This is an optimization exercise on Yosys and OpenROAD, whose aim is small area, not a production implementation.
Where RTL was checked, it was by simulation tests only, not by an equivalence proof against the original.
Only the layout flow was run in runs 3 to 5; the RTL was not checked for function there.
No activity file was given, so power comes from the tool's default toggle rates.

==> flow/design.v <==
module flashcart (
    input  wire        clk,
    input  wire        rst,           
    input  wire        req_valid,
    output wire        req_ready,
    input  wire        req_ev,        
    input  wire [2:0]  req_code,      
    input  wire [1:0]  req_win,       
    input  wire        req_we,        
    input  wire [12:0] req_off,
    input  wire [7:0]  req_data,
    input  wire        cfg_fj,        
    input  wire        cfg_bj,
    input  wire        cfg_cp,
    output wire        rsp_valid,
    output wire [7:0]  rsp_data,
    output wire        rsp_ok,        
    output wire        rsp_fwd,       
    output wire        rsp_map,       
    output wire [1:0]  rsp_ge,
    output wire [3:0]  rsp_bank,
    output wire [3:0]  rsp_flags,     
    output wire        rsp_bsel,      
    output wire        rsp_cpchg,     
    output wire        fl_en,
    output wire        fl_we,
    output wire [16:0] fl_addr,
    output wire [7:0]  fl_wdata,
    input  wire [7:0]  fl_rdata,
    output wire        ram_en,
    output wire        ram_we,
    output wire [14:0] ram_addr,
    output wire [7:0]  ram_wdata,
    input  wire [7:0]  ram_rdata
);
    localparam [3:0] F_READ = 4'd0, F_UNLOCK1 = 4'd1, F_UNLOCK2 = 4'd2,
                     F_AUTOSELECT = 4'd3, F_PROGRAM = 4'd4,
                     F_PROGRAM_ERROR = 4'd5, F_ERASE_SETUP = 4'd6,
                     F_ERASE_UNLOCK1 = 4'd7, F_ERASE_UNLOCK2 = 4'd8;
    reg        fj, bj, cp_dev;
    reg        att;
    reg        active;
    reg [3:0]  bank;
    reg        allow_bank, no_freeze, reu_mapping;
    reg        wol, cpe, export_ram;
    reg [3:0]  fstate;
    reg        fpd7;           
    reg        ftoggle;        
    reg        ph;             
    reg        er;             
    reg        chip;           
    reg [16:0] cnt;            
    wire [7:0]  o8  = req_off[7:0];
    wire [7:0]  d   = req_data;
    wire        io1 = (req_win == 2'd0);
    wire        io2 = (req_win == 2'd1);
    wire [12:0] bank_off = req_win[1] ? req_off : {4'b1111, req_win[0], o8};
    wire [16:0] fl_a     = {bank[3] ^ ~bj, bank[2:0], bank_off};
    wire is_reg   = io1 && (o8[7:1] == 7'd0);
    wire engaged  = io1 && att && cpe && cp_dev && (o8[7:4] == 4'd0);
    wire serviced = att && active && (io1 ? reu_mapping : (io2 && !reu_mapping));
    wire is_rom   = req_win[1] && att;
    wire mem_access  = !is_reg && !engaged && (serviced || is_rom);
    wire mem_read    = mem_access && !req_we;
    wire mem_write   = mem_access && req_we && (req_win != 2'd3);
    wire ram_write   = mem_write && export_ram;
    wire flash_store = mem_write && !export_ram && fj;
    wire [14:0] am  = fl_a[14:0];
    wire        u1  = (am == 15'h5555);
    wire        u2  = (am == 15'h2AAA);
    wire        dAA = (d == 8'hAA);
    wire        d55 = (d == 8'h55);
    wire        dF0 = (d == 8'hF0);
    reg  [3:0]  f_next;
    reg         f_erase;
    always @(*) begin
        f_next  = F_READ;
        f_erase = 1'b0;
        case (fstate)
            F_READ:
                if (u1 && dAA)                 f_next = F_UNLOCK1;
            F_UNLOCK1:
                if (u2 && d55)                 f_next = F_UNLOCK2;
            F_UNLOCK2:
                if (u1 && d == 8'h90)          f_next = F_AUTOSELECT;
                else if (u1 && d == 8'hA0)     f_next = F_PROGRAM;
                else if (u1 && d == 8'h80)     f_next = F_ERASE_SETUP;
            F_AUTOSELECT:
                if (u1 && dAA)                 f_next = F_UNLOCK1;
                else if (!dF0)                 f_next = F_AUTOSELECT;
            F_PROGRAM_ERROR:
                if (!dF0)                      f_next = F_PROGRAM_ERROR;
            F_ERASE_SETUP:
                if (u1 && dAA)                 f_next = F_ERASE_UNLOCK1;
            F_ERASE_UNLOCK1:
                if (u2 && d55)                 f_next = F_ERASE_UNLOCK2;
            F_ERASE_UNLOCK2:
                f_erase = (u1 && d == 8'h10) || (d == 8'h30);
            default: ;
        endcase
    end
    wire f_prog    = (fstate == F_PROGRAM);
    wire rd_ident  = (fstate == F_AUTOSELECT) && (o8 <= 8'h02);
    wire rd_status = (fstate == F_PROGRAM_ERROR);
    wire mem_rd2   = mem_read && (export_ram || !(rd_ident || rd_status));
    wire prog      = flash_store && f_prog;
    wire two       = !req_ev && (mem_rd2 || prog);
    assign req_ready = !er && (ph || !two);
    wire   acc       = req_valid && req_ready;
    wire   er_last   = (cnt[13:0] == 14'h3FFF) && (!chip || cnt[16:14] == 3'h7);
    wire   er_start  = !req_ev && flash_store && f_erase;
    assign rsp_valid = (acc && !er_start) || (er && er_last);
    wire [7:0] pgm_new = fl_rdata & d;
    wire       pgm_ok  = (pgm_new == d);
    wire fl_rd_req = !req_ev && mem_read && !export_ram && !rd_ident && !rd_status;
    assign fl_en    = er || (req_valid && !req_ev && (fl_rd_req || prog));
    assign fl_we    = er || (ph && prog);
    assign fl_addr  = er ? cnt : fl_a;
    assign fl_wdata = er ? 8'hFF : pgm_new;
    assign ram_en    = !er && req_valid && !req_ev &&
                       ((mem_read && export_ram) || ram_write);
    assign ram_we    = ram_write;
    assign ram_addr  = {(req_win[1] || allow_bank) ? bank[1:0] : 2'b00, bank_off};
    assign ram_wdata = d;
    wire       reg_ok = att && active;
    wire [7:0] status = {bank[2], reu_mapping, bank[3], bank[1:0], 1'b0,
                         allow_bank, fj};
    wire [7:0] ident  = {2'b00, o8 == 8'h01, 4'b0000, o8 == 8'h00};
    wire [7:0] fstat  = {~fpd7, ftoggle, 1'b1, 5'd0};
    assign rsp_data = ph        ? (export_ram ? ram_rdata : fl_rdata) :
                      req_ev    ? {7'd0, !att || !no_freeze} :
                      is_reg    ? (reg_ok ? status : 8'h00) :
                      mem_read  ? (rd_status ? fstat : ident) :
                                  8'h00;
    assign rsp_ok   = !req_win[1] && (is_reg ? reg_ok : mem_read);
    wire reg_wr   = !req_ev && is_reg && reg_ok && req_we;
    wire ev_attach = (req_code == 3'd0) && !att;
    wire ev_reset  = (req_code == 3'd1) && att;
    wire ev_freeze = ((req_code == 3'd2) || (req_code == 3'd3 && !no_freeze)) &&
                     att && !fj;
    assign rsp_fwd   = !er && !req_ev && !is_reg && engaged;
    assign rsp_map   = !er && (req_ev ? (ev_attach || ev_reset || ev_freeze)
                                      : (reg_wr && !o8[0]));
    assign rsp_bsel  = !er && reg_wr && o8[0] && fj;
    assign rsp_cpchg = !er && reg_wr && o8[0] && !fj && !wol && (cpe != d[0]);
    assign rsp_ge    = req_ev ? {req_code[1] || (req_code[0] ? fj : cfg_fj), req_code[1]}
                              : {d[1] && !(fj && d[0]), d[0] && !fj};
    assign rsp_bank  = req_ev ? ((req_code[1:0] == 2'b01) ? bank : 4'd0)
                              : {o8[0] && bj && !d[5], d[7], d[4], d[3]};
    assign rsp_flags = req_ev ? {req_code[1], 1'b0, 1'b1, 1'b0}
                              : {d[5], d[6], 1'b0, 1'b1};
    always @(posedge clk) begin
        ph <= req_valid && !er && two && !ph;
        if (er) begin
            cnt <= cnt + 17'd1;
        end else begin
            cnt  <= {fl_a[16:14] & {3{d[5]}}, 14'd0};
            chip <= !d[5];
        end
        if (rst) begin
            att <= 1'b0;
            er  <= 1'b0;
        end else if (er) begin
            if (er_last) er <= 1'b0;
        end else if (acc) begin
            if (req_ev) begin
                case (req_code)
                3'd0: if (!att) begin
                    fj          <= cfg_fj;
                    bj          <= cfg_bj;
                    cp_dev      <= cfg_cp;
                    active      <= 1'b1;
                    cpe         <= 1'b0;
                    wol         <= 1'b0;
                    no_freeze   <= 1'b0;
                    reu_mapping <= 1'b0;
                    allow_bank  <= 1'b0;
                    bank        <= 4'd0;
                    export_ram  <= 1'b0;
                    fstate      <= F_READ;
                    att         <= 1'b1;
                end
                3'd1: if (att) begin
                    active      <= 1'b1;
                    wol         <= 1'b0;
                    export_ram  <= 1'b0;
                    fstate      <= F_READ;
                end
                3'd2, 3'd3: if (ev_freeze) begin
                    active      <= 1'b1;
                    export_ram  <= 1'b1;
                end
                3'd5: att <= 1'b0;
                default: ;
                endcase
            end else if (is_reg) begin
                if (reg_wr) begin
                    if (!o8[0]) begin
                        bank       <= {1'b0, d[7], d[4], d[3]};
                        export_ram <= d[5];
                        if (d[2]) active <= 1'b0;
                    end else if (fj) begin
                        bank        <= {bj & ~d[5], d[7], d[4], d[3]};
                        allow_bank  <= d[1];
                        no_freeze   <= d[2];
                        reu_mapping <= 1'b0;
                    end else if (!wol) begin
                        bank        <= {1'b0, d[7], d[4], d[3]};
                        allow_bank  <= d[1];
                        no_freeze   <= d[2];
                        reu_mapping <= d[6];
                        cpe         <= d[0];
                        wol         <= 1'b1;
                    end
                end
            end else if (engaged) begin
            end else if (mem_read) begin
                if (!export_ram && rd_status) ftoggle <= ~ftoggle;
            end else if (flash_store) begin
                if (f_prog) begin
                    if (pgm_ok) begin
                        fstate <= F_READ;
                    end else begin
                        fpd7    <= d[7];
                        ftoggle <= 1'b0;
                        fstate  <= F_PROGRAM_ERROR;
                    end
                end else begin
                    fstate <= f_next;
                    if (f_erase) er <= 1'b1;
                end
            end
        end
    end
endmodule
==> flow/run.sh <==
#!/bin/bash
# synth_recipe.tcl (not shown) runs the flow's synth.tcl, then flattens the netlist and writes it again
# the make line also repeats each setting of config.mk as NAME=value (left out here)
make -C /OpenROAD-flow-scripts/flow DESIGN_CONFIG=/design/flow/config.mk WORK_HOME=/design/flow/orfs CLKGATE_MAP_FILE= SYNTH_SCRIPT=/design/flow/synth_recipe.tcl finish
==> flow/config.mk <==
export PLATFORM = sky130hd
export DESIGN_NAME = flashcart
export DESIGN_NICKNAME = flashcart
export VERILOG_FILES = /design/flow/design.v
export SDC_FILE = /design/flow/constraint.sdc
export NUM_CORES = 4
export LEC_CHECK = 0
export CAP_MARGIN = 20
export CORE_MARGIN = 2
export CORE_UTILIZATION = 40
export SLEW_MARGIN = 20
==> flow/constraint.sdc <==
create_clock -name core_clock -period 5.0 [get_ports {clk}]
set_input_delay 1.0000 -clock core_clock [delete_from_list [all_inputs] [get_ports {clk}]]
set_output_delay 1.0000 -clock core_clock [all_outputs]
set_load 0.01 [all_outputs]
==> run summary, run 1 <==
status=timing/DRC/antenna clean; # rows=33; Max Cap Viol=0; ranking of synthesized cells by area=edfxtp_1 (19%), dfxtp_1 (12%), buf_4 (5.6%), nor2_1 (5.1%), mux2_2 (5.0%); Vert. Die Dim=95.63 um; DR WL/cell=19.69 um; Setup Buffers After CTS=0; share of the synthesized area in the top cell type=18.78%; largest area contributor in the netlist=edfxtp_1; RSZ-0062 raised after global routing=false; DRC errors left=0; Fillers=~770; worst skew pair latency=0.30 ns; crit path time final=roughly 5 ns; IO Pins=about 130; first-pass GRT wire length=roughly 19 mm; Die ar.=9144 um2; Worst Tran Pin Value=0.9378 ns; fin util=58.30%; Post-synth EDFFs=21; post-route antenna net violation count=0; Placed Area=4661 um2; most frequent cells in the layout=clkdlybuf4s50_1 (125), nor2_1 (46), nand2_1 (43), buf_4 (23), edfxtp_1 (21); DP HPWL=9.674 mm; gr usage total=26.76%; largest net degree at the start of global routing=37; Die W=95.63 um; Reg clk slew, reported paths=0.09 ns; top_reg_cell synth=edfxtp_1; Hold Vio Cnt, Final=0; PortBufs=126; setup violators final=0; register area share after synthesis=30.70%; Overflow after GRT=0; Layout Nets=576; final wirelength=12.42 mm; core area=slightly above 8000 um2; # diodes=0; Fmax=~200 MHz; most common cell after layout, fill and taps aside=clkdlybuf4s50_1; htree depth=2; Max VDD drop=0.0001161 V; Worst setup EP type=primary output; 1st-iter DRT viols=between 200 and 300; Final period util=97.70%; Worst setup SP type=input pin; vias in the first global route=about 3400; number of library cell types mapped by synthesis=64; Clock Sinks=41; setup TNS=0 ns; placer congestion estimate=0.9538; area grow syn2layout=41.92%; Pins Over Slew Limit=0; Tot Pwr=795.5 uW; post-route cell area=4766 um2; Power Dens Cells=166.9 nW/um2; CTS tree=done; Avg Synthesized Cell Area=about 8.2 um2; Worst Skew=0.009048 ns; yosys warns=1; initial antenna violation count=0; Mapped Cells=410; dpl ws=~0.077 ns; CP required=about 4.0 ns; fin worst setup slack=0.1150 ns; Max-slew headroom=37.39%; layout cells sized above 1=roughly an eighth; Via density=5.796; critical-path maximum fanout=7; Starting Density=between 40% and 50%; dpl cells=623; async set or reset register ratio after synthesis=0%; hold_ws=0.5004 ns; vias=around 3700; Seq cells post-synth=41; first drt pass iteration count=5; Post-Syn Area=3358 um2; Final Non-Filler Cells=between 600 and 700; HP Class=reg2reg; TritonCTS Buffers=5; critical path class=in2out; Leak=1.746 nW; clk buf depth=2; CTS root buf=clkbuf_8; worst path arrival time=roughly 4 ns
-- worst paths after layout --
kind / end / startpoint / depth (start not counted) / slack [ns]
min: cnt[0]$_SDFF_PN0_ / cnt[0]$_SDFF_PN0_ / 1 / 0.50
max: rsp_data[5] / req_off[7] / 7 / 0.11
min reg2reg: cnt[0]$_SDFF_PN0_ / cnt[0]$_SDFF_PN0_ / 1 / 0.50
max reg2reg: bank[1]$_SDFFCE_PP0P_ / att$_SDFFE_PP0P_ / 5 / 2.01
-- synthesized netlist by cell type (all sizes together) (3+ instances only) --
master	count
nor2	46
nand2	43
buf	31
edfxtp	21
dfxtp	20
nand3	18
a21oi	17
inv	16
nor3	16
mux2	15
xor2	11
clkbuf	10
mux2i	10
nand4	10
o21ai	10
nor4	7
or3	7
or4	7
nand2b	6
xnor2	6
and3	5
a21o	4
a221oi	4
a31o	4
a31oi	4
and4	4
nand3b	4
nand4b	4
o22ai	4
a2111oi	3
and2	3
nand4bb	3
nor2b	3
nor4b	3
o21a	3
o31ai	3
or2	3
-- per-layer routing --
| layer | global-route usage (%) | share of wire, % | up-vias |
|---|---|---|---|
| met2 | 43.76 | 47 | 146 |
| met4 | 6.667 | 1.8 | 0 |
| li1 | - | - | 1725 |
| met5 | 0 | 0 | - |
| met1 | 36.88 | 45 | 1767 |
| met3 | 4.190 | 6.5 | 19 |
-- cells by family after synthesis --
logic type	after synthesis	share of synthesized area, %
compound gates	71	15.16
xor+xnor	17	4.434
fa+ha+maj	1	0.3725
buf+inv	59	9.836
flops	41	30.70
mux	25	8.010
simple gates	196	31.48
-- registers in the layout (all words and copies together), names as in the netlist --
name and flops:
fpd7 1, allow_bank 1, cnt 17, active 1, reu_mapping 1, export_ram 1
ph 1, cp_dev 1, no_freeze 1, bank 4, cpe 1, ftoggle 1
wol 1, fj 1, bj 1, fstate 4, chip 1, er 1
att 1
-- area by class of cell --
cell class,count,area (um2),area share (%)
Clock buffer,6,72.57,1.523
Tap cell,105,131.4,2.757
Inverter,18,67.56,1.418
Multi-Input combinational cell,310,2012,42.22
Sequential cell,41,1031,21.63
Clock inverter,2,15.01,0.3150
Timing Repair Buffer,149,1436,30.14
-- power breakdown --
part           switching (mW)  internal [mW]
logic                  0.0941          0.110
clock network           0.132         0.0987
registers             0.00468          0.355
-- timing repair --
item                                   in CTS  in global routing
hold buffers                                0                  0
resized for setup                           0                  3
endpoints found under the hold margin       0                  0
setup endpoints to repair                   0                  6
-- worst max-delay path, cell delays in order --
cell and delay, ns:
clkdlybuf4s50_1 0.48, or4_4 0.62, or3_2 0.54, nor3_4 0.32, a32oi_1 0.10, a22oi_1 0.22, clkdlybuf4s50_1 0.58
==> run 2, diff against run 1 <==
==> flow/flow/run.sh (new file) <==
#!/bin/bash
# Standard ORFS layout, except that the port buffers are the smallest
# buffer (buf_1) and the buffers ABC inserts are removed at floorplan.
set -euo pipefail
bash standard.sh synth > synth.log 2>&1
bash standard.sh \
  BUFFER_PORTS_ARGS="-buffer_cell sky130_fd_sc_hd__buf_1" \
  REMOVE_ABC_BUFFERS=1 \
  finish > layout.log 2>&1
==> flow/standard.sh (new file) <==
#!/bin/bash
# synth_recipe.tcl (not shown) runs the flow's synth.tcl, then flattens the netlist and writes it again
# the make line also repeats each setting of config.mk as NAME=value (left out here)
make -C /OpenROAD-flow-scripts/flow DESIGN_CONFIG=/design/flow/config.mk WORK_HOME=/design/flow/orfs CLKGATE_MAP_FILE= SYNTH_SCRIPT=/design/flow/synth_recipe.tcl "${@:-finish}"
removed: flow/run.sh
==> run 2 against run 1 <==
  * Highest routed layer unchanged
  * Register-to-register slack worse by 0.09 ns
  * Via count is 3.8% lower
  * Critical path type unchanged
  * Clock skew shrank 0.0039 ns
  * Critical endpoint is now rsp_map
  * Die area unchanged
==> run summary, run 2 <==
status=timing/DRC/antenna clean; Reg-to-Reg End=fstate[1]$_SDFFCE_PP0P_; multiplexer share of the synthesized area=8.010% (unchanged); setup violators final=0 (unchanged); # diodes=0 (unchanged); Resized cells post-CTS=0 (unchanged); DP HPWL=8.530 mm (-12%); clk buf depth=2 (unchanged); Post-Synth Adder-Cell Area=0.3726% (unchanged); htree depth=2 (unchanged); first-pass GRT wire length=17.04 mm (-8.1%); critical path class=in2out; Hold Vio Cnt, Final=0 (unchanged); area of the multi-input gates=1997 um2 (-0.75%); post-route antenna net violation count=0 (unchanged); register area share after synthesis=30.70% (unchanged); largest area contributor in the netlist=edfxtp_1; initial antenna violation count=0 (unchanged); most frequent cells in the layout=buf_1 (126), nor2_1 (46), nand2_1 (43), edfxtp_1 (21), dfxtp_1 (20); 1st-iter DRT viols=330 (+25%); met1 WL=4.836 mm (-13%); sequential cell area=1031 um2 (unchanged); metal3 WL=895 um (+11%); Via density=5.730 (-1.1%); gr usage total=24.45% (-2.3 points); Max VDD drop=0.0001048 V (-9.7%); crit path time final=4.392 ns (-0.4930 ns); Die ar.=9144 um2 (unchanged); Buf/Inv on CP=2 (unchanged); Post-synth EDFFs=21 (unchanged); vias=3518 (-3.8%); largest family of logic cells by synthesized area=simple AND/OR/NAND/NOR gates; XOR/XNOR share of the synthesized area=4.434% (unchanged); Max stage delay on crit path=0.64 ns (+0.02 ns); hold path start=cnt[0]$_SDFF_PN0_; area grow syn2layout=14.20%; top-count cell post-synth=nor2_1; Worst Reg-to-Reg Cells=5 (unchanged); setup TNS=0 ns (unchanged); HP Class=reg2reg; DR WL/cell=18.13 um (-7.9%); Layout Nets=559 (-3.0%); Worst setup EP type=primary output; Worst setup SP type=input pin; Largest Register=cnt; Overflow after GRT=0 (unchanged); Fmax=227.7 MHz (+11%); CTS tree=done; TritonCTS Buffers=5 (unchanged); PortBufs=126 (unchanged); Worst Hold Depth=1 (unchanged); DRC errors left=0 (unchanged); Avg Synthesized Cell Area=8.191 um2 (unchanged); Max Used Layer=met4; simple-gate share of the synthesized area=31.48% (unchanged); Seq cells post-synth=41 (unchanged); critical-path maximum fanout=7 (unchanged); top_reg_cell synth=edfxtp_1; crit path cell chain=buf_1 -> or4_4 -> or3_2 -> nor3_1 -> o21ai_0 -> nor2_1 -> buf_1; Final period util=87.84% (-9.9 points); RSZ-0062 raised after global routing=false; yosys warns=1 (unchanged); Largest regs=cnt x17, bank x4, fstate x4; Hold Path End=cnt[0]$_SDFF_PN0_; placer congestion estimate=0.9243 (-3.1%); IO Pins=127 (unchanged); Worst Skew=0.005194 ns (-0.003854 ns); share of the synthesized area in the top cell type=18.78% (unchanged); number of library cell types mapped by synthesis=64 (unchanged); ranking of synthesized cells by area=edfxtp_1 (19%), dfxtp_1 (12%), buf_4 (5.6%), nor2_1 (5.1%), mux2_2 (5.0%); Post-Syn Area=3358 um2 (unchanged); # rows=33 (unchanged); Compound-Gate Fraction of Synth Area=15.16% (unchanged); Max Cap Viol=0 (unchanged); Starting Density=41.08% (unchanged); max FFs per register=17 (unchanged); most used cell, CP=buf_1; top cells by count, synth=nor2_1 (46), nand2_1 (43), buf_4 (25); routed length on met2=5.220 mm (-11%); Leak=1.296 nW (-26%); core area=8175 um2 (unchanged); Mapped Cells=410 (unchanged); Vert. Die Dim=95.63 um (unchanged); final wirelength=11.13 mm (-10%); Top Family by Delay on Critical Path=simple AND/OR/NAND/NOR gates; largest net degree at the start of global routing=37 (unchanged); Reg clk slew, reported paths=0.08 ns (about the same); Max-slew headroom=47.07% (+9.7 points); fin util=46.91% (-11 points); Clock Sinks=41 (unchanged); Crit Reg-Reg Startpoint=att$_SDFFE_PP0P_; Power Dens Cells=188.7 nW/um2 (+13%); Worst R2R Setup Slack=1.92 ns (-0.09 ns); Fillers=864 (+12%); CP required=4.00 ns (about the same); Die W=95.63 um (unchanged); Tot Pwr=723.7 uW (-9.0%); Setup Buffers After CTS=0 (unchanged); hold buffer count at CTS=0 (unchanged); vias in the first global route=3179 (-5.9%); Slowest-stage cell, CP=nor3_1; Pins Over Slew Limit=0 (unchanged); first drt pass iteration count=5 (unchanged); worst skew pair latency=0.29 ns (about the same); worst path arrival time=3.39 ns (-0.50 ns); CTS root buf=clkbuf_8; Worst Tran Pin Value=0.7739 ns (-0.1640 ns); async set or reset register ratio after synthesis=0% (unchanged); most common cell after layout, fill and taps aside=buf_1; layout cells sized above 1=9.037% (-3.1 points); crit path from=req_off[7]
## run 2: changes by cell type in the layout (fill, tap and decap cells not counted), moves of 2 or more
cell	before	now
clkdlybuf4s50_1	125	0
buf_1	0	126
clkinvlp_4	2	0
buf_4	23	6
## run 2: final cells by class
cell class / instances / share of cell area, %
Multi-Input combinational cell: 310 / 52.07
Tap cell: 105 / 3.426
Inverter: 18 / 1.762
Sequential cell: 41 / 26.88
Timing Repair Buffer: 132 / 13.51
Clock buffer: 8 / 2.349
## run 2: through the flow
step	setup WS [ns]	area, um2	std cells	hold WS [ns]
after floorplan	1.084	3095	369	0.4382
after global placement	0.6593	3745	606	0.4734
after detailed placement	0.6160	3745	606	0.4777
after CTS	0.6144	3835	614	0.4981
after global routing	0.4263	3835	614	0.5288
final	0.6080	3835	614	0.4986
## run 2: kinds of logic (layout without fill, tap and decap cells)
group                    count (synthesis)  in the layout
flip-flops                              41             41
AO/OA/AOI/OAI                           71             71
adder cells (fa/ha/maj)                  1              1
multiplexers                            25             25
AND/OR/NAND/NOR                        196            196
buffers and inverters                   59            158
XOR/XNOR                                17             17
## run 2: worst max path at each step
stage	end	slack, ns	cells after the start
floorplan	rsp_valid	1.08	5
global placement	rsp_data[0]	0.66	7
detailed placement	rsp_data[0]	0.62	7
CTS	rsp_data[0]	0.61	7
global route	rsp_map	0.43	7
finish	rsp_map	0.61	7
## run 2: per-layer routing
metal / up-vias / global-route usage (%)
met5: - / 0
met4: 0 / 5.476
met3: 14 / 3.874
met2: 184 / 39.57
met1: 1637 / 34.26
li1: 1683 / -
## run 2: where the power goes
part	total, mW	switching (mW)	internal (mW)
Sequential	0.360	0.00474	0.355
Clock	0.229	0.116	0.113
Combinational	0.135	0.0875	0.0471
==> run 3, diff against run 2 <==
--- a/flow/design.v
+++ b/flow/design.v
@@ -49,7 +49,8 @@
     reg        ph;             
     reg        er;             
     reg        chip;           
-    reg [16:0] cnt;            
+    reg [2:0]  ehi;            
+    reg [13:0] elo;            
     wire [7:0]  o8  = req_off[7:0];
     wire [7:0]  d   = req_data;
     wire        io1 = (req_win == 2'd0);
@@ -107,7 +108,10 @@
     wire two       = !req_ev && (mem_rd2 || prog);
     assign req_ready = !er && (ph || !two);
     wire   acc       = req_valid && req_ready;
-    wire   er_last   = (cnt[13:0] == 14'h3FFF) && (!chip || cnt[16:14] == 3'h7);
+    wire   elo_z     = (elo[12:0] == 13'd0);
+    wire   elo_fb    = elo[13] ^ elo[4] ^ elo[2] ^ elo[0] ^ elo_z;
+    wire   elo_end   = elo_z && elo[13];
+    wire   er_last   = elo_end && (!chip || ehi == 3'h7);
     wire   er_start  = !req_ev && flash_store && f_erase;
     assign rsp_valid = (acc && !er_start) || (er && er_last);
     wire [7:0] pgm_new = fl_rdata & d;
@@ -115,7 +119,7 @@
     wire fl_rd_req = !req_ev && mem_read && !export_ram && !rd_ident && !rd_status;
     assign fl_en    = er || (req_valid && !req_ev && (fl_rd_req || prog));
     assign fl_we    = er || (ph && prog);
-    assign fl_addr  = er ? cnt : fl_a;
+    assign fl_addr  = {er ? ehi : fl_a[16:14], elo | (fl_a[13:0] & {14{!er}})};
     assign fl_wdata = er ? 8'hFF : pgm_new;
     assign ram_en    = !er && req_valid && !req_ev &&
                        ((mem_read && export_ram) || ram_write);
@@ -151,10 +155,11 @@
                               : {d[5], d[6], 1'b0, 1'b1};
     always @(posedge clk) begin
         ph <= req_valid && !er && two && !ph;
+        elo <= er ? {elo[12:0], elo_fb} : 14'd0;
         if (er) begin
-            cnt <= cnt + 17'd1;
+            if (elo_end) ehi <= ehi + 3'd1;
         end else begin
-            cnt  <= {fl_a[16:14] & {3{d[5]}}, 14'd0};
+            ehi  <= fl_a[16:14] & {3{d[5]}};
             chip <= !d[5];
         end
         if (rst) begin
==> flow/flow/run.sh (replaced) <==
#!/bin/bash
# ORFS layout as standard.sh runs it, with three changes:
#  - synthesis maps the logic with an area-oriented ABC script (flow/synth.tcl);
#  - the buffers ABC inserts are removed at floorplan;
#  - the port buffers are the smallest buffer, buf_1.
set -euo pipefail
export FLOW_ABC_SCRIPT=$PWD/flow/abc_area.script
bash standard.sh SYNTH_SCRIPT=$PWD/flow/synth.tcl synth > synth.log 2>&1
bash standard.sh \
  BUFFER_PORTS_ARGS="-buffer_cell sky130_fd_sc_hd__buf_1" \
  REMOVE_ABC_BUFFERS=1 \
  finish > layout.log 2>&1
==> flow/flow/abc_area.script (new file) <==
strash
&get -n
&st
&dch -f
&nf -R 1000 -F 8 -A 4 -C 32
&st
&syn2
&dch -f
&nf -R 1000 -F 8 -A 4 -C 32
&st
&syn3
&dch -f
&nf -R 1000 -F 8 -A 4 -C 32
&put
topo
==> flow/flow/synth.tcl (new file) <==
# synth_recipe.tcl (the standard synthesis) with one change: ABC maps the
# logic with flow/abc_area.script instead of ORFS's speed script.
proc synth {args} { yosys synth -nofsm -noshare {*}$args }
proc abc {args} {
  set i [lsearch $args -script]
  if {$i >= 0} { lset args [expr {$i+1}] $::env(FLOW_ABC_SCRIPT) }
  yosys abc {*}$args
}
source $::env(SCRIPTS_DIR)/synth.tcl
# left out here: clear keep_hierarchy, flatten, clean up, hide names made inside functions, write 1_2_yosys.v
==> run 3 against run 2 <==
  * Sequential power is 1% higher
  * Still clean on timing, DRC and antenna
  * Clock skew is 0.0043 ns higher
  * Critical endpoint is now rsp_valid
  * Global-route usage is 0.86 points higher
  * Highest routed layer unchanged
  * Register-to-register slack worse by 0.34 ns
  * Cell count is 3.6% lower
  * Flip-flop and latch count stayed put
  * Worst setup slack worse by 0.19 ns
  * Area after synthesis is 12% lower
  * Count of clock-buffer cells in the layout is 1 lower
  * Utilization is 2.4 points higher
==> run summary, run 3 <==
status=timing/DRC/antenna clean; CP Depth=12 (+5); IO Pins=127 (unchanged); TritonCTS Buffers=5 (unchanged); Fmax=218.2 MHz (-4.2%); Leak=1.284 nW (-0.88%); Largest regs=elo x14, bank x4, fstate x4; largest area contributor in the netlist=edfxtp_1; PortBufs=126 (unchanged); Avg Synthesized Cell Area=7.858 um2 (-4.1%); Post-synth EDFFs=24 (+14%); Setup crit end=rsp_valid; register area share after synthesis=36.01% (+5.3 points); Mapped Cells=375 (-8.5%); async set or reset register ratio after synthesis=0% (unchanged); Hold Vio Cnt, Final=0 (unchanged); Reg clk slew, reported paths=0.08 ns (about the same); vias in the first global route=3075 (-3.3%); Overflow after GRT=0 (unchanged); first drt pass iteration count=5 (unchanged); Final period util=91.67% (+3.8 points); setup violators final=0 (unchanged); Buf/Inv on CP=2 (unchanged); RSZ-0062 raised after global routing=false; most common cell after layout, fill and taps aside=buf_1; Worst setup SP type=input pin; layout cells sized above 1=2.840% (-6.2 points); Post-Syn Area=2947 um2 (-12%); Reg-to-Reg End=active$_SDFFCE_PN0P_; Worst R2R Setup Slack=1.58 ns (-0.34 ns); Pins Over Slew Limit=0 (unchanged); placer congestion estimate=0.9448 (+2.2%); worst path arrival time=3.58 ns (+0.19 ns); most frequent cells in the layout=buf_1 (126), nand2_1 (53), nor2_1 (46), edfxtp_1 (24), o21ai_0 (22); Clock Sinks=41 (unchanged); CTS tree=done; Max stage delay on crit path=0.39 ns (-0.25 ns); sequential cell area=1061 um2 (+2.9%); 1st-iter DRT viols=217 (-34%); Die ar.=8069 um2 (-12%); Max Cap Viol=0 (unchanged); DR WL/cell=17.68 um (-2.5%); Via density=5.611 (-2.1%); Slowest-stage cell, CP=nor3_1; Die W=89.83 um (-6.1%); fin util=49.29% (+2.4 points); ranking of synthesized cells by area=edfxtp_1 (24%), dfxtp_1 (12%), nand2_1 (6.8%), nor2_1 (5.9%), buf_4 (5.6%); # rows=31 (-6.1%); core area=7176 um2 (-12%); CTS root buf=clkbuf_8; Worst Skew=0.009510 ns (+0.004316 ns); Worst Reg-to-Reg Cells=11 (+6); worst skew pair latency=0.30 ns (about the same); Worst Tran Pin Value=0.5903 ns (-0.1836 ns); Vert. Die Dim=89.83 um (-6.1%); hold buffer count at CTS=0 (unchanged); crit path from=req_off[4]; # diodes=0 (unchanged); gr usage total=25.30% (+0.86 points); area of the multi-input gates=1649 um2 (-17%); Max VDD drop=0.0001555 V (+48%); Starting Density=41.06% (about the same); Setup Buffers After CTS=0 (unchanged); yosys warns=1 (unchanged); crit path cell chain=buf_1 -> nor3_1 -> nand3b_1 -> nor3_1 -> nor4b_1 -> and3_1 -> nand3_1 -> nor4_1 -> o21ai_0 -> nand3_1 -> o21ai_0 -> buf_1; Resized cells post-CTS=0 (unchanged); critical path class=in2out; initial antenna violation count=0 (unchanged); crit path time final=4.583 ns (+0.1913 ns); CP required=4.00 ns (about the same); DP HPWL=8.334 mm (-2.3%); post-route antenna net violation count=0 (unchanged); Top Family by Delay on Critical Path=simple AND/OR/NAND/NOR gates; top_reg_cell synth=edfxtp_1; Layout Nets=544 (-2.7%); Fillers=765 (-11%); DRC errors left=0 (unchanged); top-count cell post-synth=nand2_1; Max-slew headroom=60.65% (+14 points); clk buf depth=2 (unchanged); max FFs per register=14 (-3); vias=3322 (-5.6%); critical-path maximum fanout=6 (-1); top cells by count, synth=nand2_1 (53), nor2_1 (46), edfxtp_1 (24); Seq cells post-synth=41 (unchanged); Largest Register=elo; final wirelength=10.47 mm (-6.0%); setup TNS=0 ns (unchanged); Crit Reg-Reg Startpoint=att$_SDFFE_PP0P_; htree depth=2 (unchanged); Worst setup EP type=primary output; first-pass GRT wire length=16.31 mm (-4.3%); HP Class=reg2reg; largest net degree at the start of global routing=32 (-14%); number of library cell types mapped by synthesis=41 (-36%); area grow syn2layout=20.04%; share of the synthesized area in the top cell type=24.46% (+5.7 points); hold_ws=0.5007 ns (+0.002115 ns); Power Dens Cells=216.3 nW/um2 (+15%)
-- run 3: cell types whose count changed after synthesis, sizes merged, moves of 12 or more --
cell	before	now
a21o	4	17
and2	3	17
clkinv	2	19
inv	16	0
mux2	15	2
o21ai	10	22
-- run 3: worst min path at each step --
stage,startpoint,to,cells after the start
after CTS,elo[6]$_SDFF_PN0_,elo[7]$_SDFF_PN0_,1
after floorplan,elo[6]$_SDFF_PN0_,elo[7]$_SDFF_PN0_,1
after detailed placement,elo[6]$_SDFF_PN0_,elo[7]$_SDFF_PN0_,1
final,elo[6]$_SDFF_PN0_,elo[7]$_SDFF_PN0_,1
after global placement,elo[8]$_SDFF_PN0_,elo[9]$_SDFF_PN0_,1
after global routing,elo[3]$_SDFF_PN0_,elo[4]$_SDFF_PN0_,1
-- run 3: kinds of logic (layout without fill, tap and decap cells) --
kind of cell / count (synthesis) / after routing / synth area share [%]
muxes: 8 / 8 / 2.803
buffers and inverters: 41 / 159 / 8.026
AOI/OAI and AO/OA: 80 / 80 / 17.28
adders and majority gates: 2 / 2 / 0.8491
and+or+nand+nor: 196 / 196 / 32.95
DFF: 41 / 41 / 36.01
xor gates and xnor gates: 7 / 7 / 2.081
-- run 3: area by class of cell --
type | count | share of cell area [%]
multi-input cells | 293 | 46.62
flip-flops and latches | 41 | 30.00
repair buffers | 132 | 14.64
well taps | 99 | 3.502
clock buffers | 7 | 3.042
inverters | 19 | 2.016
clock inverters | 1 | 0.1769
-- run 3: per-stage QoR --
stage	instance area, um2	setup WS, ns	power, mW	cells
final	3537	0.4166	0.7650	592
after global routing	3537	0.09133	0.7964	592
after CTS	3537	0.4349	0.7683	592
after detailed placement	3423	0.4646	0.5045	584
after global placement	3423	0.5591	0.5038	584
after floorplan	2781	1.076	0.4285	353
-- run 3: report_power, final --
group | internal, mW | leakage (nW) | switching (mW)
logic | 0.0443 | 0.857 | 0.0883
registers | 0.360 | 0.367 | 0.00502
clock network | 0.143 | 0.0599 | 0.125
total | 0.547 | 1.28 | 0.218
-- run 3: layer usage --
metal | wire [um] | GRT usage, % | vias to the layer above
li1 | - | - | 1582
met1 | 4473 | 34.23 | 1580
met2 | 5063 | 41.79 | 142
met3 | 726 | 4.023 | 18
met4 | 203 | 7.821 | 0
met5 | 0 | 0 | -
==> run 4, diff against run 3 <==
--- a/flow/design.v
+++ b/flow/design.v
@@ -129,13 +129,18 @@
     wire       reg_ok = att && active;
     wire [7:0] status = {bank[2], reu_mapping, bank[3], bank[1:0], 1'b0,
                          allow_bank, fj};
-    wire [7:0] ident  = {2'b00, o8 == 8'h01, 4'b0000, o8 == 8'h00};
     wire [7:0] fstat  = {~fpd7, ftoggle, 1'b1, 5'd0};
-    assign rsp_data = ph        ? (export_ram ? ram_rdata : fl_rdata) :
-                      req_ev    ? {7'd0, !att || !no_freeze} :
-                      is_reg    ? (reg_ok ? status : 8'h00) :
-                      mem_read  ? (rd_status ? fstat : ident) :
-                                  8'h00;
+    wire t_ram  = ph && export_ram;
+    wire t_fl   = ph && !export_ram;
+    wire t_fa   = req_ev && (!att || !no_freeze);
+    wire t_reg  = !req_ev && is_reg && reg_ok;
+    wire fl_spc = !req_ev && mem_read && !export_ram;
+    wire t_st   = fl_spc && rd_status;
+    wire t_id   = fl_spc && (fstate == F_AUTOSELECT);
+    assign rsp_data = ({8{t_ram}} & ram_rdata) | ({8{t_fl}} & fl_rdata) |
+                      ({8{t_reg}} & status) | ({8{t_st}} & fstat) |
+                      {2'b00, t_id && o8 == 8'h01, 4'b0000,
+                       (t_id && o8 == 8'h00) || t_fa};
     assign rsp_ok   = !req_win[1] && (is_reg ? reg_ok : mem_read);
     wire reg_wr   = !req_ev && is_reg && reg_ok && req_we;
     wire ev_attach = (req_code == 3'd0) && !att;
--- a/flow/flow/run.sh
+++ b/flow/flow/run.sh
@@ -9,4 +9,5 @@
 bash standard.sh \
   BUFFER_PORTS_ARGS="-buffer_cell sky130_fd_sc_hd__buf_1" \
   REMOVE_ABC_BUFFERS=1 \
+  CTS_ARGS="-sink_clustering_enable -repair_clock_nets -sink_clustering_size 50 -sink_clustering_max_diameter 500 -buf_list sky130_fd_sc_hd__clkbuf_8 -root_buf sky130_fd_sc_hd__clkbuf_8 -dont_use_dummy_load" \
   finish > layout.log 2>&1
==> flow/config.mk (replaced) <==
export PLATFORM = sky130hd
export DESIGN_NAME = flashcart
export DESIGN_NICKNAME = flashcart
export VERILOG_FILES = /design/flow/design.v
export SDC_FILE = /design/flow/constraint.sdc
export NUM_CORES = 4
export LEC_CHECK = 0
export CAP_MARGIN = 0
export CORE_MARGIN = 2
export CORE_UTILIZATION = 45
export SLEW_MARGIN = 0
==> run 4 against run 3 <==
  * Flip-flop and latch count is the same
  * Largest cell class unchanged
  * Total power is 10% lower
  * Area after synthesis shrank 2.5%
  * Largest power group unchanged
==> run summary, run 4 <==
clk buf depth=2 (unchanged); placer congestion estimate=0.9383 (-0.69%); worst skew pair latency=0.30 ns (about the same); Max stage delay on crit path=0.51 ns (+0.12 ns); HP Class=reg2reg; Slowest-stage cell, CP=nor4_1; post-route antenna net violation count=0 (unchanged); Fmax=219.7 MHz (+0.71%); crit path cell chain=buf_1 -> nor4_1 -> and3_1 -> nand2b_1 -> nor3b_1 -> and3_1 -> nand3_1 -> nor3_1 -> o21ai_0 -> nand3_1 -> o21ai_0 -> buf_1; largest family of logic cells by synthesized area=simple AND/OR/NAND/NOR gates; worst path arrival time=3.55 ns (-0.03 ns); area grow syn2layout=18.03%; Setup Buffers After CTS=0 (unchanged); Hold Vio Cnt, Final=0 (unchanged); Vert. Die Dim=83.90 um (-6.6%); status=timing/DRC/antenna clean; Overflow after GRT=0 (unchanged); Post-synth EDFFs=24 (unchanged); Worst Tran Pin Value=0.8480 ns (+0.2577 ns); Compound-Gate Fraction of Synth Area=19.25% (+2.0 points); Resized cells post-CTS=0 (unchanged); DR WL/cell=17.54 um (-0.79%); Max VDD drop=0.0001375 V (-12%); yosys warns=1 (unchanged); top_reg_cell synth=edfxtp_1; top cells by count, synth=nand2_1 (55), nor2_1 (44), o21ai_0 (25); Leak=1.278 nW (-0.47%); vias=3208 (-3.4%); multiplexer share of the synthesized area=1.524% (-1.3 points); met1 WL=4.083 mm (-8.7%); hold_ws=0.4922 ns (-0.008542 ns); Max-slew headroom=43.35% (-17 points); Post-Synth Adder-Cell Area=0.8711% (+0.022 points); Tot Pwr=688.8 uW (-10%); Power Dens Cells=203.1 nW/um2 (-6.1%); XOR/XNOR share of the synthesized area=1.829% (-0.25 points); largest net degree at the start of global routing=31 (-3.1%); gr usage total=27.39% (+2.1 points); Die W=83.90 um (-6.6%); number of library cell types mapped by synthesis=45 (+9.8%); top-count cell post-synth=nand2_1; post-route cell area=3391 um2 (-4.1%); CTS tree=done; Die ar.=7039 um2 (-13%); Final period util=91.02% (-0.65 points); 1st-iter DRT viols=193 (-11%); initial antenna violation count=0 (unchanged); Post-Syn Area=2873 um2 (-2.5%); Max Cap Viol=0 (unchanged); # diodes=0 (unchanged); Worst setup EP type=primary output; Layout Nets=533 (-2.0%); CTS root buf=clkbuf_8; TritonCTS Buffers=5 (unchanged); DP HPWL=7.575 mm (-9.1%); DRC errors left=0 (unchanged); routed length on met2=4.503 mm (-11%); Largest regs=elo x14, bank x4, fstate x4; Pins Over Slew Limit=0 (unchanged); fin util=54.02% (+4.7 points); share of the synthesized area in the top cell type=25.09% (+0.63 points); Reg clk slew, reported paths=0.08 ns (about the same); Via density=5.770 (+2.8%); Clock Sinks=41 (unchanged); Placed Area=3322 um2 (-3.0%); most frequent cells in the layout=buf_1 (126), nand2_1 (55), nor2_1 (44), o21ai_0 (25), edfxtp_1 (24); metal3 WL=989 um (+36%); async set or reset register ratio after synthesis=0% (unchanged); ranking of synthesized cells by area=edfxtp_1 (25%), dfxtp_1 (12%), nand2_1 (7.2%), buf_4 (5.7%), nor2_1 (5.7%); CP required=4.00 ns (about the same); Worst Skew=0.01189 ns (+0.002377 ns); Mapped Cells=364 (-2.9%); Max Used Layer=met4; IO Pins=127 (unchanged); layout cells sized above 1=2.296% (-0.54 points); simple-gate share of the synthesized area=31.49% (-1.5 points); largest area contributor in the netlist=edfxtp_1; Worst R2R Setup Slack=1.65 ns (+0.07 ns); Starting Density=45.76% (+4.7 points); Worst setup SP type=input pin; first drt pass iteration count=7 (+2); # rows=29 (-6.5%); core area=6277 um2 (-13%); crit path time final=4.551 ns (-0.03228 ns); register area share after synthesis=36.93% (+0.93 points); RSZ-0062 raised after global routing=false; critical-path maximum fanout=5 (-1); most common cell after layout, fill and taps aside=buf_1; setup TNS=0 ns (unchanged); Largest Register=elo; PortBufs=126 (unchanged); first-pass GRT wire length=15.17 mm (-7.0%); final wirelength=9.753 mm (-6.8%); Avg Synthesized Cell Area=7.892 um2 (+0.44%); max FFs per register=14 (unchanged); hold buffer count at CTS=0 (unchanged); htree depth=2 (unchanged); critical path class=in2out; Seq cells post-synth=41 (unchanged); vias in the first global route=2906 (-5.5%); setup violators final=0 (unchanged)
-- run 4: critical path: cells and delay by family --
kind | cells | cell delay, ns
simple gates | 8 | 1.72
compound gates | 2 | 0.52
buf+inv | 2 | 0.30
-- run 4: final cells by class --
type / instances / area (um2)
fillers: 660 / 2887
well taps: 77 / 96.34
multi-input cells: 283 / 1579
clock buffers: 5 / 68.82
inverters: 18 / 67.56
flip-flops and latches: 41 / 1061
repair buffers: 132 / 518.0
-- run 4: per-stage QoR --
step,setup WS (ns),std cells
2_1_floorplan,1.112,342
3_3_place_gp,0.5826,551
3_5_place_dp,0.5395,551
4_1_cts,0.5038,556
5_1_grt,0.2259,556
6_report,0.4489,556
-- run 4: power by group --
| part | switching, mW | internal, mW |
|---|---|---|
| Combinational | 0.0833 | 0.0428 |
| Sequential | 0.00469 | 0.360 |
| Clock | 0.108 | 0.0901 |
| Total | 0.196 | 0.493 |
-- run 4: routing by layer --
layer / track usage (%) / vias up
li1: - / 1529
met1: 37.44 / 1474
met2: 45.53 / 187
met3: 4.946 / 18
met4: 5.718 / 0
met5: 0 / -
-- run 4: logic make-up (layout without fill, tap and decap cells) --
kind of cell / Yosys count / in the layout
AND/OR/NAND/NOR: 185 / 185
AO/OA/AOI/OAI: 86 / 86
flip-flops: 41 / 41
buffers and inverters: 40 / 155
XOR/XNOR: 6 / 6
multiplexers: 4 / 4
adder cells (fa/ha/maj): 2 / 2
-- run 4: path summary, 6_finish.rpt --
check	start	depth (start not counted)	endpoint
max	req_off[1]	12	rsp_valid
min	elo[1]$_SDFF_PN0_	1	elo[2]$_SDFF_PN0_
max reg2reg	att$_SDFFE_PP0P_	13	bank[2]$_SDFFCE_PP0P_
min reg2reg	elo[1]$_SDFF_PN0_	1	elo[2]$_SDFF_PN0_
==> run 5, diff against run 4 <==
--- a/flow/flow/run.sh
+++ b/flow/flow/run.sh
@@ -9,5 +9,5 @@
 bash standard.sh \
   BUFFER_PORTS_ARGS="-buffer_cell sky130_fd_sc_hd__buf_1" \
   REMOVE_ABC_BUFFERS=1 \
-  CTS_ARGS="-sink_clustering_enable -repair_clock_nets -sink_clustering_size 50 -sink_clustering_max_diameter 500 -buf_list sky130_fd_sc_hd__clkbuf_8 -root_buf sky130_fd_sc_hd__clkbuf_8 -dont_use_dummy_load" \
+  CTS_ARGS="-repair_clock_nets -buf_list sky130_fd_sc_hd__clkbuf_8 -root_buf sky130_fd_sc_hd__clkbuf_8 -dont_use_dummy_load" \
   finish > layout.log 2>&1
==> run 5 against run 4 <==
  * Via count stayed put
  * Non-clock buffer count unchanged
  * Maximum frequency unchanged
  * Still clean on timing, DRC and antenna
  * Critical path type unchanged
  * Flip-flop and latch count stayed put
  * Worst hold slack unchanged
  * Cell area unchanged
  * Global-route usage unchanged
  * Wire length is the same
==> run summary, run 5 <==
Worst Tran Pin Value=0.8480 ns (unchanged); most frequent cells in the layout=buf_1 (126), nand2_1 (55), nor2_1 (44), o21ai_0 (25), edfxtp_1 (24); worst path arrival time=3.55 ns (about the same); Max VDD drop=0.0001375 V (unchanged); top cells by count, synth=nand2_1 (55), nor2_1 (44), o21ai_0 (25); number of library cell types mapped by synthesis=45 (unchanged); ranking of synthesized cells by area=edfxtp_1 (25%), dfxtp_1 (12%), nand2_1 (7.2%), buf_4 (5.7%), nor2_1 (5.7%); DP HPWL=7.575 mm (unchanged); Max-slew headroom=43.35% (unchanged); fin worst setup slack=0.4489 ns (unchanged); dpl ws=0.5395 ns (unchanged); Switching Fraction=28.46% (unchanged); internal power=492.7 uW (unchanged); CP required=4.00 ns (about the same); initial antenna violation count=0 (unchanged); register area share after synthesis=36.93% (unchanged); largest net degree at the start of global routing=31 (unchanged); Leak=1.278 nW (unchanged); Setup Buffers After CTS=0 (unchanged); vias in the first global route=2906 (unchanged); core area=6277 um2 (unchanged); yosys warns=1 (unchanged); htree depth=2 (unchanged); first drt pass iteration count=7 (unchanged); Hold Vio Cnt, Final=0 (unchanged); vias=3208 (unchanged); Mapped Cells=364 (unchanged); worst skew pair latency=0.30 ns (about the same); Largest Register=elo; # rows=29 (unchanged); Final period util=91.02% (unchanged); multiplexer share of the synthesized area=1.524% (unchanged); Avg Synthesized Cell Area=7.892 um2 (unchanged); post-route antenna net violation count=0 (unchanged); Fmax=219.7 MHz (unchanged); Post-Syn Area=2873 um2 (unchanged); RSZ-0062 raised after global routing=false; PortBufs=126 (unchanged); gr usage total=27.39% (unchanged); Seq cells post-synth=41 (unchanged); Worst setup SP type=input pin; largest family of logic cells by synthesized area=simple AND/OR/NAND/NOR gates; Overflow after GRT=0 (unchanged); Comb power frac=18.3% (about the same); hold buffer count at CTS=0 (unchanged); CTS tree=done; XOR/XNOR share of the synthesized area=1.829% (unchanged); largest area contributor in the netlist=edfxtp_1; Worst setup EP type=primary output; Reg clk slew, reported paths=0.08 ns (about the same); final wirelength=9.753 mm (unchanged); setup TNS=0 ns (unchanged); first-pass GRT wire length=15.17 mm (unchanged); Layout Nets=533 (unchanged); sequential share of power=52.9% (about the same); DRC errors left=0 (unchanged); Clock Sinks=41 (unchanged); DR WL/cell=17.54 um (unchanged); async set or reset register ratio after synthesis=0% (unchanged); Vert. Die Dim=83.90 um (unchanged); Die ar.=7039 um2 (unchanged); top-count cell post-synth=nand2_1; Power Dens Cells=203.1 nW/um2 (unchanged); Post-Synth Adder-Cell Area=0.8711% (unchanged); Post-synth EDFFs=24 (unchanged); Worst Skew=0.01189 ns (unchanged); Top Family by Delay on Critical Path=simple AND/OR/NAND/NOR gates; # diodes=0 (unchanged); max FFs per register=14 (unchanged); Pins Over Slew Limit=0 (unchanged); Max Cap Viol=0 (unchanged); Slowest-stage cell, CP=nor4_1; Resized cells post-CTS=0 (unchanged); Tot Pwr=688.8 uW (unchanged); layout cells sized above 1=2.296% (unchanged); Compound-Gate Fraction of Synth Area=19.25% (unchanged); status=timing/DRC/antenna clean; TritonCTS Buffers=5 (unchanged); clock power share=28.8% (about the same); HP Class=reg2reg; CTS root buf=clkbuf_8; clk buf depth=2 (unchanged); Buf/Inv on CP=2 (unchanged); critical path class=in2out; crit path time final=4.551 ns (unchanged); crit path cell chain=buf_1 -> nor4_1 -> and3_1 -> nand2b_1 -> nor3b_1 -> and3_1 -> nand3_1 -> nor3_1 -> o21ai_0 -> nand3_1 -> o21ai_0 -> buf_1; Die W=83.90 um (unchanged); Via density=5.770 (unchanged); Max stage delay on crit path=0.51 ns (about the same); most common cell after layout, fill and taps aside=buf_1; Psw=196.1 uW (unchanged); fin util=54.02% (unchanged); 1st-iter DRT viols=193 (unchanged); setup violators final=0 (unchanged); share of the synthesized area in the top cell type=25.09% (unchanged); IO Pins=127 (unchanged); simple-gate share of the synthesized area=31.49% (unchanged); top_reg_cell synth=edfxtp_1; area grow syn2layout=18.03% (unchanged); critical-path maximum fanout=5 (unchanged); placer congestion estimate=0.9383 (unchanged); Starting Density=45.76% (unchanged); Largest regs=elo x14, bank x4, fstate x4
## run 5: cell counts after synthesis
Identical to the previous run, type by type.
## run 5: path summary, 6_finish.rpt
kind / from / end / slack, ns / cells past startpoint
worst max-delay path: req_off[1] / rsp_valid / 0.45 / 12
worst max register to register: att$_SDFFE_PP0P_ / bank[2]$_SDFFCE_PP0P_ / 1.65 / 13
worst min register to register: elo[1]$_SDFF_PN0_ / elo[2]$_SDFF_PN0_ / 0.49 / 1
worst min-delay path: elo[1]$_SDFF_PN0_ / elo[2]$_SDFF_PN0_ / 0.49 / 1
## run 5: logic make-up (layout without fill, tap and decap cells)
family	Yosys count	in the layout
and+or+nand+nor	185	185
DFF	41	41
adders and majority gates	2	2
muxes	4	4
AOI/OAI and AO/OA	86	86
buffers and inverters	40	155
xor gates and xnor gates	6	6
## run 5: power by group through the flow
stage	logic (mW)	clock network, mW	registers [mW]
3_3_place_gp	0.125	0	0.372
6_report	0.126	0.198	0.365
2_1_floorplan	0.0541	0	0.370
5_1_grt	0.139	0.213	0.365
4_1_cts	0.125	0.200	0.365
3_5_place_dp	0.124	0	0.372
## run 5: stage by stage
step	cell area [um2]	std cells	hold slack [ns]
4_1_cts	3391	556	0.4911
2_1_floorplan	2708	342	0.4504
5_1_grt	3391	556	0.5198
6_report	3391	556	0.4922
3_5_place_dp	3322	551	0.4775
3_3_place_gp	3322	551	0.4798
## run 5: cell type report
class                   instances  area, um2
fillers                       660       2887
repair buffers                132      518.0
multi-input cells             283       1579
well taps                      77      96.34
flip-flops and latches         41       1061
clock buffers                   5      68.82
inverters                      18      67.56
## run 5: layer usage
metal  track usage [%]  routed length [um]  vias to the layer above
met4             5.718                 176                        0
met5                 0                   0                        -
met2             45.53                4503                      187
li1                  -                   -                     1529
met3             4.946                 989                       18
met1             37.44                4083                     1474
==> run 6, diff against run 5 <==
--- a/flow/design.v
+++ b/flow/design.v
@@ -119,7 +119,7 @@
     wire fl_rd_req = !req_ev && mem_read && !export_ram && !rd_ident && !rd_status;
     assign fl_en    = er || (req_valid && !req_ev && (fl_rd_req || prog));
     assign fl_we    = er || (ph && prog);
-    assign fl_addr  = {er ? ehi : fl_a[16:14], elo | (fl_a[13:0] & {14{!er}})};
+    assign fl_addr  = {fl_a[16:14] ^ ehi, elo | (fl_a[13:0] & {14{!er}})};
     assign fl_wdata = er ? 8'hFF : pgm_new;
     assign ram_en    = !er && req_valid && !req_ev &&
                        ((mem_read && export_ram) || ram_write);
@@ -158,88 +158,52 @@
                               : {o8[0] && bj && !d[5], d[7], d[4], d[3]};
     assign rsp_flags = req_ev ? {req_code[1], 1'b0, 1'b1, 1'b0}
                               : {d[5], d[6], 1'b0, 1'b1};
+    wire a_ev  = acc && req_ev;
+    wire a_att = a_ev && ev_attach;
+    wire a_rst = a_ev && ev_reset;
+    wire a_frz = a_ev && (req_code[2:1] == 2'b01) && ev_freeze;
+    wire a_det = a_ev && (req_code == 3'd5);
+    wire a_wr  = acc && reg_wr;
+    wire a_r0  = a_wr && !o8[0];
+    wire a_r1f = a_wr && o8[0] && fj;
+    wire a_r1n = a_wr && o8[0] && !fj && !wol;
+    wire a_r1  = a_r1f || a_r1n;
+    wire a_tog = acc && !req_ev && mem_read && !export_ram && rd_status;
+    wire a_fs  = acc && !req_ev && flash_store;
+    wire a_pe  = a_fs && f_prog && !pgm_ok;
+    wire a_bk  = a_r0 || a_r1;
     always @(posedge clk) begin
-        ph <= req_valid && !er && two && !ph;
+        ph  <= req_valid && !er && two && !ph;
         elo <= er ? {elo[12:0], elo_fb} : 14'd0;
-        if (er) begin
-            if (elo_end) ehi <= ehi + 3'd1;
-        end else begin
-            ehi  <= fl_a[16:14] & {3{d[5]}};
-            chip <= !d[5];
+        if (rst)
+            ehi <= 3'd0;
+        else if (er && chip && elo_end)
+            ehi <= ehi + 3'd1;
+        if (!er) chip <= !d[5];
+        er  <= !rst && (er ? !er_last : (a_fs && f_erase));
+        att <= !rst && (a_att || (att && !a_det));
+        if (a_att) begin
+            fj     <= cfg_fj;
+            bj     <= cfg_bj;
+            cp_dev <= cfg_cp;
         end
-        if (rst) begin
-            att <= 1'b0;
-            er  <= 1'b0;
-        end else if (er) begin
-            if (er_last) er <= 1'b0;
-        end else if (acc) begin
-            if (req_ev) begin
-                case (req_code)
-                3'd0: if (!att) begin
-                    fj          <= cfg_fj;
-                    bj          <= cfg_bj;
-                    cp_dev      <= cfg_cp;
-                    active      <= 1'b1;
-                    cpe         <= 1'b0;
-                    wol         <= 1'b0;
-                    no_freeze   <= 1'b0;
-                    reu_mapping <= 1'b0;
-                    allow_bank  <= 1'b0;
-                    bank        <= 4'd0;
-                    export_ram  <= 1'b0;
-                    fstate      <= F_READ;
-                    att         <= 1'b1;
-                end
-                3'd1: if (att) begin
-                    active      <= 1'b1;
-                    wol         <= 1'b0;
-                    export_ram  <= 1'b0;
-                    fstate      <= F_READ;
-                end
-                3'd2, 3'd3: if (ev_freeze) begin
-                    active      <= 1'b1;
-                    export_ram  <= 1'b1;
-                end
-                3'd5: att <= 1'b0;
-                default: ;
-                endcase
-            end else if (is_reg) begin
-                if (reg_wr) begin
-                    if (!o8[0]) begin
-                        bank       <= {1'b0, d[7], d[4], d[3]};
-                        export_ram <= d[5];
-                        if (d[2]) active <= 1'b0;
-                    end else if (fj) begin
-                        bank        <= {bj & ~d[5], d[7], d[4], d[3]};
-                        allow_bank  <= d[1];
-                        no_freeze   <= d[2];
-                        reu_mapping <= 1'b0;
-                    end else if (!wol) begin
-                        bank        <= {1'b0, d[7], d[4], d[3]};
-                        allow_bank  <= d[1];
-                        no_freeze   <= d[2];
-                        reu_mapping <= d[6];
-                        cpe         <= d[0];
-                        wol         <= 1'b1;
-                    end
-                end
-            end else if (engaged) begin
-            end else if (mem_read) begin
-                if (!export_ram && rd_status) ftoggle <= ~ftoggle;
-            end else if (flash_store) begin
-                if (f_prog) begin
-                    if (pgm_ok) begin
-                        fstate <= F_READ;
-                    end else begin
-                        fpd7    <= d[7];
-                        ftoggle <= 1'b0;
-                        fstate  <= F_PROGRAM_ERROR;
-                    end
-                end else begin
-                    fstate <= f_next;
-                    if (f_erase) er <= 1'b1;
-                end
-            end
-        end
+        active      <= a_att || a_rst || a_frz ||
+                       (active && !(a_r0 && d[2]));
+        wol         <= a_r1n || (wol && !(a_att || a_rst));
+        cpe         <= (a_r1n && d[0]) || (cpe && !(a_att || a_r1n));
+        no_freeze   <= (a_r1 && d[2]) || (no_freeze && !(a_att || a_r1));
+        allow_bank  <= (a_r1 && d[1]) || (allow_bank && !(a_att || a_r1));
+        reu_mapping <= (a_r1n && d[6]) || (reu_mapping && !(a_att || a_r1));
+        export_ram  <= a_frz || (a_r0 && d[5]) ||
+                       (export_ram && !(a_att || a_rst || a_r0));
+        bank[2:0]   <= ({3{a_bk}} & {d[7], d[4], d[3]}) |
+                       ({3{!(a_att || a_bk)}} & bank[2:0]);
+        bank[3]     <= (a_r1f && bj && !d[5]) || (bank[3] && !(a_att || a_bk));
+        ftoggle     <= !a_pe && (ftoggle ^ a_tog);
+        if (a_pe) fpd7 <= d[7];
+        if (a_att || a_rst)
+            fstate <= F_READ;
+        else if (a_fs)
+            fstate <= f_prog ? (pgm_ok ? F_READ : F_PROGRAM_ERROR) : f_next;
     end
 endmodule
--- a/flow/flow/run.sh
+++ b/flow/flow/run.sh
@@ -9,5 +9,5 @@
 bash standard.sh \
   BUFFER_PORTS_ARGS="-buffer_cell sky130_fd_sc_hd__buf_1" \
   REMOVE_ABC_BUFFERS=1 \
-  CTS_ARGS="-repair_clock_nets -buf_list sky130_fd_sc_hd__clkbuf_8 -root_buf sky130_fd_sc_hd__clkbuf_8 -dont_use_dummy_load" \
+  CTS_ARGS="-sink_clustering_enable -repair_clock_nets -sink_clustering_size 50 -sink_clustering_max_diameter 500 -buf_list sky130_fd_sc_hd__clkbuf_8 -root_buf sky130_fd_sc_hd__clkbuf_8 -dont_use_dummy_load" \
   finish > layout.log 2>&1
==> run 6 against run 5 <==
  * Non-clock buffer count decreased by 2
  * Cell count increased by 1.6%
  * Worst hold slack improved by 0.0012 ns
  * Still clean on timing, DRC and antenna
  * Combinational power decreased by 8%
==> run summary, run 6 <==
Power Dens Cells=201.3 nW/um2 (-0.89%); Compound-Gate Fraction of Synth Area=20.87% (+1.6 points); Die ar.=6815 um2 (-3.2%); placer congestion estimate=0.9573 (+2.0%); critical path class=in2out; top_reg_cell synth=dfxtp_1; simple-gate share of the synthesized area=32.94% (+1.5 points); Max VDD drop=0.0001276 V (-7.2%); first drt pass iteration count=6 (-1); Worst setup EP type=primary output; Worst setup SP type=input pin; Via density=5.781 (+0.19%); layout cells sized above 1=1.837% (-0.46 points); Final Non-Filler Cells=565 (+1.6%); vias in the first global route=2903 (-0.10%); initial antenna violation count=0 (unchanged); number of library cell types mapped by synthesis=45 (unchanged); Starting Density=46.62% (+0.85 points); largest area contributor in the netlist=dfxtp_1; Worst Tran Pin Value=0.7433 ns (-0.1047 ns); Final period util=89.45% (-1.6 points); status=timing/DRC/antenna clean; Post-Synth Adder-Cell Area=0.9013% (+0.030 points); crit path from=req_win[0]; Clock Sinks=41 (unchanged); final wirelength=9.488 mm (-2.7%); Pins Over Slew Limit=0 (unchanged); CTS tree=done; ranking of synthesized cells by area=dfxtp_1 (26%), nand2_1 (7.0%), buf_4 (5.9%), edfxtp_1 (5.4%), nor2_1 (5.3%); Leak=1.197 nW (-6.4%); CP required=4.00 ns (about the same); async set or reset register ratio after synthesis=0% (unchanged); Fillers=645 (-2.3%); Avg Synthesized Cell Area=7.364 um2 (-6.7%); area grow syn2layout=18.03% (about the same); Reg clk slew, reported paths=0.07 ns (about the same); Slowest-stage cell, CP=nor4b_1; Post-synth EDFFs=5 (-79%); Largest regs=elo x14, bank x4, fstate x4; Max stage delay on crit path=0.37 ns (-0.14 ns); Hold Vio Cnt, Final=0 (unchanged); CTS root buf=clkbuf_8; vias=3266 (+1.8%); largest net degree at the start of global routing=26 (-16%); # rows=28 (-3.4%); IO Pins=127 (unchanged); Post-Syn Area=2776 um2 (-3.4%); Mapped Cells=377 (+3.6%); multiplexer share of the synthesized area=1.442% (-0.082 points); Worst Skew=0.008536 ns (-0.003351 ns); Die W=82.55 um (-1.6%); hold buffer count at CTS=0 (unchanged); Resized cells post-CTS=0 (unchanged); TritonCTS Buffers=5 (unchanged); share of the synthesized area in the top cell type=25.96% (+0.87 points); HP Class=reg2reg; crit path cell chain=buf_1 -> nor2_1 -> nor4b_1 -> a41oi_1 -> o221a_1 -> and3_1 -> nand2_1 -> nor3_1 -> nor2_1 -> nor3_1 -> nor2b_1 -> a22o_1 -> buf_1; worst skew pair latency=0.29 ns (about the same); XOR/XNOR share of the synthesized area=3.155% (+1.3 points); max FFs per register=14 (unchanged); DR WL/cell=16.79 um (-4.3%); Fmax=223.6 MHz (+1.8%); PortBufs=126 (unchanged); # diodes=0 (unchanged); Vert. Die Dim=82.55 um (-1.6%); gr usage total=28.58% (+1.2 points); top cells by count, synth=nand2_1 (52), nor2_1 (39), dfxtp_1 (36); Max Cap Viol=0 (unchanged); critical-path maximum fanout=5 (unchanged); hold path start=no_freeze$_DFF_P_; 1st-iter DRT viols=267 (+38%); first-pass GRT wire length=14.72 mm (-3.0%); crit path time final=4.473 ns (-0.07852 ns); Layout Nets=544 (+2.1%); worst path arrival time=3.47 ns (-0.08 ns); DP HPWL=7.448 mm (-1.7%); largest family of logic cells by synthesized area=simple AND/OR/NAND/NOR gates; Tot Pwr=659.8 uW (-4.2%); Overflow after GRT=0 (unchanged); htree depth=2 (unchanged); yosys warns=1 (unchanged); DRC errors left=0 (unchanged); setup violators final=0 (unchanged); post-route antenna net violation count=0 (unchanged); Max-slew headroom=50.38% (+7.0 points); most common cell after layout, fill and taps aside=buf_1; Crit Reg-Reg Startpoint=att$_DFF_P_; Setup Buffers After CTS=0 (unchanged); dpl cells=560 (+1.6%); most frequent cells in the layout=buf_1 (126), nand2_1 (52), nor2_1 (39), dfxtp_1 (36), o21ai_0 (29); clk buf depth=2 (unchanged); register area share after synthesis=31.37% (-5.6 points); top-count cell post-synth=nand2_1; Seq cells post-synth=41 (unchanged); RSZ-0062 raised after global routing=false; core area=5956 um2 (-5.1%); Largest Register=elo; setup TNS=0 ns (unchanged)
[run 6: layout make-up]
| cell class | count | area (um2) | share of cell area (%) |
|---|---|---|---|
| clock buffers | 5 | 68.82 | 2.100 |
| inverters | 25 | 93.84 | 2.864 |
| multi-input cells | 289 | 1647 | 50.25 |
| flip-flops and latches | 41 | 870.8 | 26.58 |
| well taps | 75 | 93.84 | 2.864 |
| repair buffers | 130 | 503.0 | 15.35 |
[run 6: per-layer routing]
| metal | global-route usage, % | vias up | share of wire (%) |
|---|---|---|---|
| met2 | 42.42 | 178 | 44 |
| met3 | 4.565 | 18 | 9.3 |
| met5 | 0 | - | 0 |
| met1 | 41.88 | 1512 | 44 |
| li1 | - | 1558 | - |
| met4 | 9.672 | 0 | 2.7 |
[run 6: logic make-up (layout without fill, tap and decap cells)]
kind of cell    count (synthesis)  after routing
compound gates                 91             91
xor+xnor                       10             10
fa+ha+maj                       2              2
buf+inv                        47            160
flops                          41             41
mux                             4              4
simple gates                  182            182
[run 6: critical path, delay by kind of cell]
kind                   cells  cell delay, ns
buffers and inverters      2            0.30
AOI/OAI and AO/OA          3            0.59
and+or+nand+nor            8            1.58
[run 6: through the flow]
step / utilization (%) / cell area, um2 / hold slack (ns) / worst slack [ns]
after floorplan: - / 2611 / 0.4495 / 1.275
final: 55.02 / 3277 / 0.4933 / 0.5274
after global routing: 55.02 / 3277 / 0.5232 / 0.2667
after detailed placement: 53.87 / 3208 / 0.4824 / 0.6102
after global placement: 53.87 / 3208 / 0.4807 / 0.7593
after CTS: 55.02 / 3277 / 0.4961 / 0.5927
[run 6: final timing paths]
kind / end / slack, ns / cells after the start
worst max-delay path: rsp_valid / 0.53 / 13
worst min-delay path: no_freeze$_DFF_P_ / 0.49 / 2
worst max register to register: fpd7$_DFFE_PN_ / 1.80 / 10
worst min register to register: no_freeze$_DFF_P_ / 0.49 / 2
[run 6: power by group]
| part | total, mW | internal [mW] | switching (mW) |
|---|---|---|---|
| Sequential | 0.346 | 0.337 | 0.00900 |
| Clock | 0.198 | 0.0902 | 0.108 |
| Combinational | 0.116 | 0.0391 | 0.0771 |
| Total | 0.660 | 0.466 | 0.194 |

-- port drivers added, routing unchanged --
Ports are ideal in the flow. The routed layouts listed here were re-timed in OpenROAD. Step 1 (the two cells are an assumption about what drives the block):
set clk [get_ports {clk}]
set_driving_cell -lib_cell sky130_fd_sc_hd__clkbuf_16 $clk
set_driving_cell -lib_cell sky130_fd_sc_hd__buf_2 [delete_from_list [all_inputs] $clk]
Step 2 times the ports against the registers' clock, not the clock port: input delays grow and output delays shrink by t, the midpoint of the rising clock arrivals with the driver on. a / b / c = ideal ports / drivers / drivers and shift; a / b = the first two.
| run | t, ns | setup slack, ns | worst setup path at the end | pins driven straight from the clock port |
|---|---|---|---|---|
| run 1 | 0.333 | 0.115 / 0.088 / 0.088 | input to output | 1 |
| run 2 | 0.320 | 0.608 / 0.588 / 0.588 | input to output | 1 |
| run 3 | 0.327 | 0.417 / 0.396 / 0.396 | input to output | 1 |
| run 4 | 0.318 | 0.449 / 0.429 / 0.429 | input to output | 1 |
| run 5 | 0.318 | 0.449 / 0.429 / 0.429 | input to output | 1 |
| run 6 | 0.311 | 0.527 / 0.508 / 0.508 | input to output | 1 |
After both steps setup and hold are still met in every run listed. The setup slack of run 1, which loses most, moves by -0.027 ns with the drivers and by -0.027 ns with both steps.
